What follows belongs to an exercise in optimizing a design on an open flow for small area and a short achievable clock period; a production flow would make more cautious choices.
The RTL was checked by simulation tests, not by an equivalence proof against the original design.
No activity file was given, so power comes from the tool's default toggle rates.

Design ess_rx_codec, start of the top module:
module ess_rx_codec (
    input  wire        clk,
    input  wire        rst,           
    input  wire        rx_valid,
    input  wire [31:0] rx_word,
    output reg         rx_rsp_valid,
    output reg  [31:0] rx_rsp,
    input  wire        cmd_valid,
    input  wire [31:0] cmd_word,
    output reg         cmd_rsp_valid,
    output wire [31:0] cmd_rsp
);
    localparam integer P_CAP = 500;
    localparam integer NFR   = 63;       
    localparam integer F_PHY = 504;
    localparam integer NPR   = 64;       
    localparam [7:0] SM  = 8'h24;
    localparam [7:0] EM1 = 8'h40;
    localparam [7:0] EM2 = 8'h23;
    localparam [7:0] AK1 = 8'h2A;
    localparam [7:0] AK2 = 8'h25;
    localparam [3:0] RC_OK        = 4'h0;
    localparam [3:0] RC_FRAME     = 4'h1;
    localparam [3:0] RC_ACK       = 4'h2;
    localparam [3:0] RC_OVERFLOW  = 4'h3;
    localparam [3:0] RC_UNDERFLOW = 4'h4;
    localparam [3:0] RC_RANGE     = 4'h9;
  ...
Size: about 11,000 cells after synthesis, ~6,500 flip-flops, roughly 170,000 µm² of cells after synthesis.
==> flow/config.mk <==
export PLATFORM = sky130hd
export DESIGN_NAME = ess_rx_codec
export DESIGN_NICKNAME = ess_rx_codec
export VERILOG_FILES = /design/flow/design.v
export SDC_FILE = /design/flow/constraint.sdc
export NUM_CORES = 4
export LEC_CHECK = 0
export CAP_MARGIN = 20
export CORE_MARGIN = 2
export CORE_UTILIZATION = 45
export SLEW_MARGIN = 20
export TNS_END_PERCENT = 10
==> flow/constraint.sdc <==
create_clock -name core_clock -period 10.0 [get_ports {clk}]
set_input_delay 2.0000 -clock core_clock [delete_from_list [all_inputs] [get_ports {clk}]]
set_output_delay 2.0000 -clock core_clock [all_outputs]
set_load 0.01 [all_outputs]
standard.sh (not shown) runs the stock make flow with config.mk's settings and CLKGATE_MAP_FILE= SYNTH_SCRIPT=/design/flow/synth_recipe.tcl, a recipe that flattens the netlist after the stock synthesis.
==> flow/flow/run.sh <==
#!/bin/bash
# Standard ORFS layout, with repair_timing aiming past the clock period's
# slack, buf_6 port buffers, and a CTS without dummy loads and with larger
# sink clusters.
set -euo pipefail
bash standard.sh \
  SETUP_SLACK_MARGIN=6.5 \
  "BUFFER_PORTS_ARGS=-buffer_cell sky130_fd_sc_hd__buf_6" \
  "CTS_ARGS=-sink_clustering_enable -repair_clock_nets -dont_use_dummy_load -sink_clustering_size 20 -sink_clustering_max_diameter 60" \
  finish > standard_make.log 2>&1
The starting point finished clean.
Edit:
--- a/flow/design.v
+++ b/flow/design.v
@@ -30,22 +30,26 @@
     localparam [1:0] P_COLLECTING  = 2'd1;
     localparam [1:0] P_AWAIT_END1  = 2'd2;
     localparam [1:0] P_AWAIT_END2  = 2'd3;
     localparam [1:0] A_START   = 2'd0;
     localparam [1:0] A_GOT_SM  = 2'd1;
     localparam [1:0] A_GOT_AK1 = 2'd2;
     reg [2:0] c8;             
     wire [1:0] cnt = c8[1:0];
     reg [3:0] coh;            
     reg [31:0] rsp_q;         
+    reg [7:0]  rsp_a;         
     reg [7:0]  rsp_b;         
-    assign cmd_rsp = {rsp_q[31:8], rsp_q[7:0] | rsp_b};
+    reg        rsp_ae;        
+    reg        rsp_be;
+    assign cmd_rsp = {rsp_q[31:8], rsp_q[7:0] | ({8{rsp_ae}} & rsp_a) |
+                                                ({8{rsp_be}} & rsp_b)};
     reg [8:0] rdidx;
     reg [8:0] wridx;
     reg [8:0] fill;
     reg [8:0] wp;             
     reg [8:0] ap;             
     reg [3:0] pq_n;           
     reg [7:0] hq [0:7];       
     reg [7:0] pf;             
     reg [7:0] pg [0:7];       
     reg       armed;
@@ -177,22 +181,22 @@
                     pa_ch[q] = pa_ch[q] | ({8{pa_r == m}} & pq[m*32 + q*8 +: 8]);
         end
         pa_ring_lo = 8'd0;
         pa_ring_hi = 8'd0;
         for (q = 0; q < 4; q = q + 1) begin
             pa_ring_lo = pa_ring_lo | ({8{pa_psel[q]}} & pa_cl[q]);
             pa_ring_hi = pa_ring_hi | ({8{pa_psel[q]}} & pa_ch[q]);
         end
     end
     wire       pa_hit  = pw_v[pa_j] && (pw_r[pa_j] == pa_r);
-    wire [7:0] pa_byte = (c_a == 8'd0) ? pay0 : pa_hit ? pw_d[pa_j] : pa_ring_lo;
-    wire       pa_hi_ok = c_rdpay && (c_a != 8'd0) && (c_a != 8'hFF) && !pa_hit;
+    wire [7:0] pa_byte = (c_a == 8'd0) ? pay0 : pa_hit ? pw_d[pa_j] : 8'd0;
+    wire       pa_rg_ok = c_rdpay && (c_a != 8'd0) && (c_a != 8'hFF) && !pa_hit;
     wire fifo_empty = (fill == 9'd0);
     wire fifo_full  = (fill == P_CAP);
     wire c_takes   = cmd_valid && (c_pop || c_parsef || c_packf);
     wire c_take_ok = c_takes && !fifo_empty;
     wire [7:0] hd = hq[0];
     wire       c_sel_hd = c_s;
     wire [7:0] c_byte = c_sel_hd ? hd : c_d;
     wire b_sm  = c_sel_hd ? (hd == SM)  : (c_d == SM);
     wire b_em1 = c_sel_hd ? (hd == EM1) : (c_d == EM1);
     wire b_em2 = c_sel_hd ? (hd == EM2) : (c_d == EM2);
@@ -296,21 +300,24 @@
         if (!(r_nop || r_push || r_detach)) r_rc = RC_ILLEGAL;
         else if (r_push && r_full)          r_rc = RC_OVERFLOW;
     end
     wire pay_we = do_dstep && (pst == P_COLLECTING);
     wire cap_f = arr_push && (wp[2:0] == e1);
     wire cap_p = pay_we && (pcount[1:0] == q1) && (pcount != 8'd0);
     integer j;
     always @(posedge clk) begin
         rx_rsp  <= {r_rc, 28'd0};
         rsp_q   <= {c_rc, 12'd0, c_data};
-        rsp_b   <= pa_hi_ok ? pa_ring_hi : 8'd0;
+        rsp_a   <= pa_ring_lo;
+        rsp_b   <= pa_ring_hi;
+        rsp_ae  <= pa_rg_ok && !c_a[7];
+        rsp_be  <= pa_rg_ok && c_a[7];
         pf <= pf_d;
         nf_d <= cap_f ? r_d : fw_d[e1];
         nf_r <= cap_f ? wp_r : wr_e1;
         np_d <= cap_p ? c_byte : pw_d[q1];
         np_r <= cap_p ? pcount[7:2] : pw_r[q1];
         for (j = 0; j < 8; j = j + 1)
             pg[j] <= pg_d[j];
         for (j = 0; j < 8; j = j + 1)
             hq[j] <= c_take_ok ? hq_t[j] : hq_k[j];
         if (pay_we && pcount == 8'd0) pay0 <= c_byte;
What happened: Core utilization fell by 0.48 points; clock-buffer cell count goes down by 3; wire length is lower by 2.1%; cell area is about the same; final cell count is about the same; die area goes up by 0.35%; setup slack is worse by 0.14 ns; non-clock buffer count came out lower by 21.

========
RTL: one of the versions met above, not the one the previous note started from.
Size: ~12,000 cells after synthesis, about 6,500 flip-flops, roughly 130 I/O pins, roughly 0.17 mm² of cells after synthesis.
==> flow/config.mk <==
export PLATFORM = sky130hd
export DESIGN_NAME = ess_rx_codec
export DESIGN_NICKNAME = ess_rx_codec
export VERILOG_FILES = /design/flow/design.v
export SDC_FILE = /design/flow/constraint.sdc
export NUM_CORES = 4
export LEC_CHECK = 0
export CAP_MARGIN = 20
export CORE_MARGIN = 2
export CORE_UTILIZATION = 52
export SLEW_MARGIN = 20
export TNS_END_PERCENT = 10
==> flow/constraint.sdc <==
create_clock -name core_clock -period 10.0 [get_ports {clk}]
set_input_delay 2.0000 -clock core_clock [delete_from_list [all_inputs] [get_ports {clk}]]
set_output_delay 2.0000 -clock core_clock [all_outputs]
set_load 0.01 [all_outputs]
==> flow/flow/run.sh <==
#!/bin/bash
# Standard ORFS layout, with repair_timing aiming past the clock period's
# slack, buf_6 port buffers, and a CTS without dummy loads, with small sink
# clusters driven by clkbuf_8.
set -euo pipefail
bash standard.sh \
  SETUP_SLACK_MARGIN=6.5 \
  "BUFFER_PORTS_ARGS=-buffer_cell sky130_fd_sc_hd__buf_6" \
  "CTS_ARGS=-sink_clustering_enable -repair_clock_nets -dont_use_dummy_load -sink_clustering_size 16 -sink_clustering_max_diameter 45 -buf_list {sky130_fd_sc_hd__clkbuf_8 sky130_fd_sc_hd__clkbuf_16} -root_buf sky130_fd_sc_hd__clkbuf_16 -sink_clustering_buffer sky130_fd_sc_hd__clkbuf_8" \
  finish > standard_make.log 2>&1
Next try:
--- a/flow/design.v
+++ b/flow/design.v
@@ -30,26 +30,22 @@
     localparam [1:0] P_COLLECTING  = 2'd1;
     localparam [1:0] P_AWAIT_END1  = 2'd2;
     localparam [1:0] P_AWAIT_END2  = 2'd3;
     localparam [1:0] A_START   = 2'd0;
     localparam [1:0] A_GOT_SM  = 2'd1;
     localparam [1:0] A_GOT_AK1 = 2'd2;
     reg [2:0] c8;             
     wire [1:0] cnt = c8[1:0];
     reg [3:0] coh;            
     reg [31:0] rsp_q;         
-    reg [7:0]  rsp_a;         
     reg [7:0]  rsp_b;         
-    reg        rsp_ae;        
-    reg        rsp_be;
-    assign cmd_rsp = {rsp_q[31:8], rsp_q[7:0] | ({8{rsp_ae}} & rsp_a) |
-                                                ({8{rsp_be}} & rsp_b)};
+    assign cmd_rsp = {rsp_q[31:8], rsp_q[7:0] | rsp_b};
     reg [8:0] rdidx;
     reg [8:0] wridx;
     reg [8:0] fill;
     reg [8:0] wp;             
     reg [8:0] ap;             
     reg [3:0] pq_n;           
     reg [7:0] hq [0:7];       
     reg [7:0] pf;             
     reg [7:0] pg [0:7];       
     reg       armed;
@@ -181,22 +177,22 @@
                     pa_ch[q] = pa_ch[q] | ({8{pa_r == m}} & pq[m*32 + q*8 +: 8]);
         end
         pa_ring_lo = 8'd0;
         pa_ring_hi = 8'd0;
         for (q = 0; q < 4; q = q + 1) begin
             pa_ring_lo = pa_ring_lo | ({8{pa_psel[q]}} & pa_cl[q]);
             pa_ring_hi = pa_ring_hi | ({8{pa_psel[q]}} & pa_ch[q]);
         end
     end
     wire       pa_hit  = pw_v[pa_j] && (pw_r[pa_j] == pa_r);
-    wire [7:0] pa_byte = (c_a == 8'd0) ? pay0 : pa_hit ? pw_d[pa_j] : 8'd0;
-    wire       pa_rg_ok = c_rdpay && (c_a != 8'd0) && (c_a != 8'hFF) && !pa_hit;
+    wire [7:0] pa_byte = (c_a == 8'd0) ? pay0 : pa_hit ? pw_d[pa_j] : pa_ring_lo;
+    wire       pa_hi_ok = c_rdpay && (c_a != 8'd0) && (c_a != 8'hFF) && !pa_hit;
     wire fifo_empty = (fill == 9'd0);
     wire fifo_full  = (fill == P_CAP);
     wire c_takes   = cmd_valid && (c_pop || c_parsef || c_packf);
     wire c_take_ok = c_takes && !fifo_empty;
     wire [7:0] hd = hq[0];
     wire       c_sel_hd = c_s;
     wire [7:0] c_byte = c_sel_hd ? hd : c_d;
     wire b_sm  = c_sel_hd ? (hd == SM)  : (c_d == SM);
     wire b_em1 = c_sel_hd ? (hd == EM1) : (c_d == EM1);
     wire b_em2 = c_sel_hd ? (hd == EM2) : (c_d == EM2);
@@ -300,24 +296,21 @@
         if (!(r_nop || r_push || r_detach)) r_rc = RC_ILLEGAL;
         else if (r_push && r_full)          r_rc = RC_OVERFLOW;
     end
     wire pay_we = do_dstep && (pst == P_COLLECTING);
     wire cap_f = arr_push && (wp[2:0] == e1);
     wire cap_p = pay_we && (pcount[1:0] == q1) && (pcount != 8'd0);
     integer j;
     always @(posedge clk) begin
         rx_rsp  <= {r_rc, 28'd0};
         rsp_q   <= {c_rc, 12'd0, c_data};
-        rsp_a   <= pa_ring_lo;
-        rsp_b   <= pa_ring_hi;
-        rsp_ae  <= pa_rg_ok && !c_a[7];
-        rsp_be  <= pa_rg_ok && c_a[7];
+        rsp_b   <= pa_hi_ok ? pa_ring_hi : 8'd0;
         pf <= pf_d;
         nf_d <= cap_f ? r_d : fw_d[e1];
         nf_r <= cap_f ? wp_r : wr_e1;
         np_d <= cap_p ? c_byte : pw_d[q1];
         np_r <= cap_p ? pcount[7:2] : pw_r[q1];
         for (j = 0; j < 8; j = j + 1)
             pg[j] <= pg_d[j];
         for (j = 0; j < 8; j = j + 1)
             hq[j] <= c_take_ok ? hq_t[j] : hq_k[j];
         if (pay_we && pcount == 8'd0) pay0 <= c_byte;
Result: The new run completed without violations. Total power is about the same. Cell area grows by 0.32%. Global-route usage grows by 0.80 points. Synthesized area shrinks by 0.35%. Sequential power is about the same. Wire length grows by 2.8%. Maximum frequency grows by 3.4%. Worst hold slack is worse by 0.0051 ns. Non-clock buffer count grows by 46. Critical path depth grows by 9. Die area shrinks by 0.35%. Sequential cell count shrinks by 10.

==> separate check: timing with driven ports <==
In the flow no input, the clock included, has a driving cell. The finished layouts below were timed again as built, in two steps.
Step 1, drivers: a clkbuf_16 drives clk and a buf_2 each remaining input, both assumed.
Step 2 moves the port delays by t, midway between the first and last clock arrival at a register: inputs arrive t later, outputs are due t later. That takes back most of the time a late clock gives input paths.
a / b / c = no drivers / after step 1 / after step 2; a / b = the first two.
run | t (ns) | setup WS [ns] | slew at the worst register clock pin (ns)
the first run of note 1 | 1.043 | 6.041 / 5.889 / 4.846 | 0.08 / 0.08
the second run of note 1 | 1.012 | 5.900 / 5.862 / 4.850 | 0.09 / 0.09
the first run of note 2 | 1.077 | 5.961 / 5.860 / 4.903 | 0.10 / 0.10
the second run of note 2 | 1.078 | 6.094 / 6.069 / 5.004 | 0.10 / 0.10
After both steps every run listed still meets setup and hold. For the first run of note 1, which loses most, drivers alone change the setup slack by -0.152 ns; drivers and shift together by -1.195 ns.
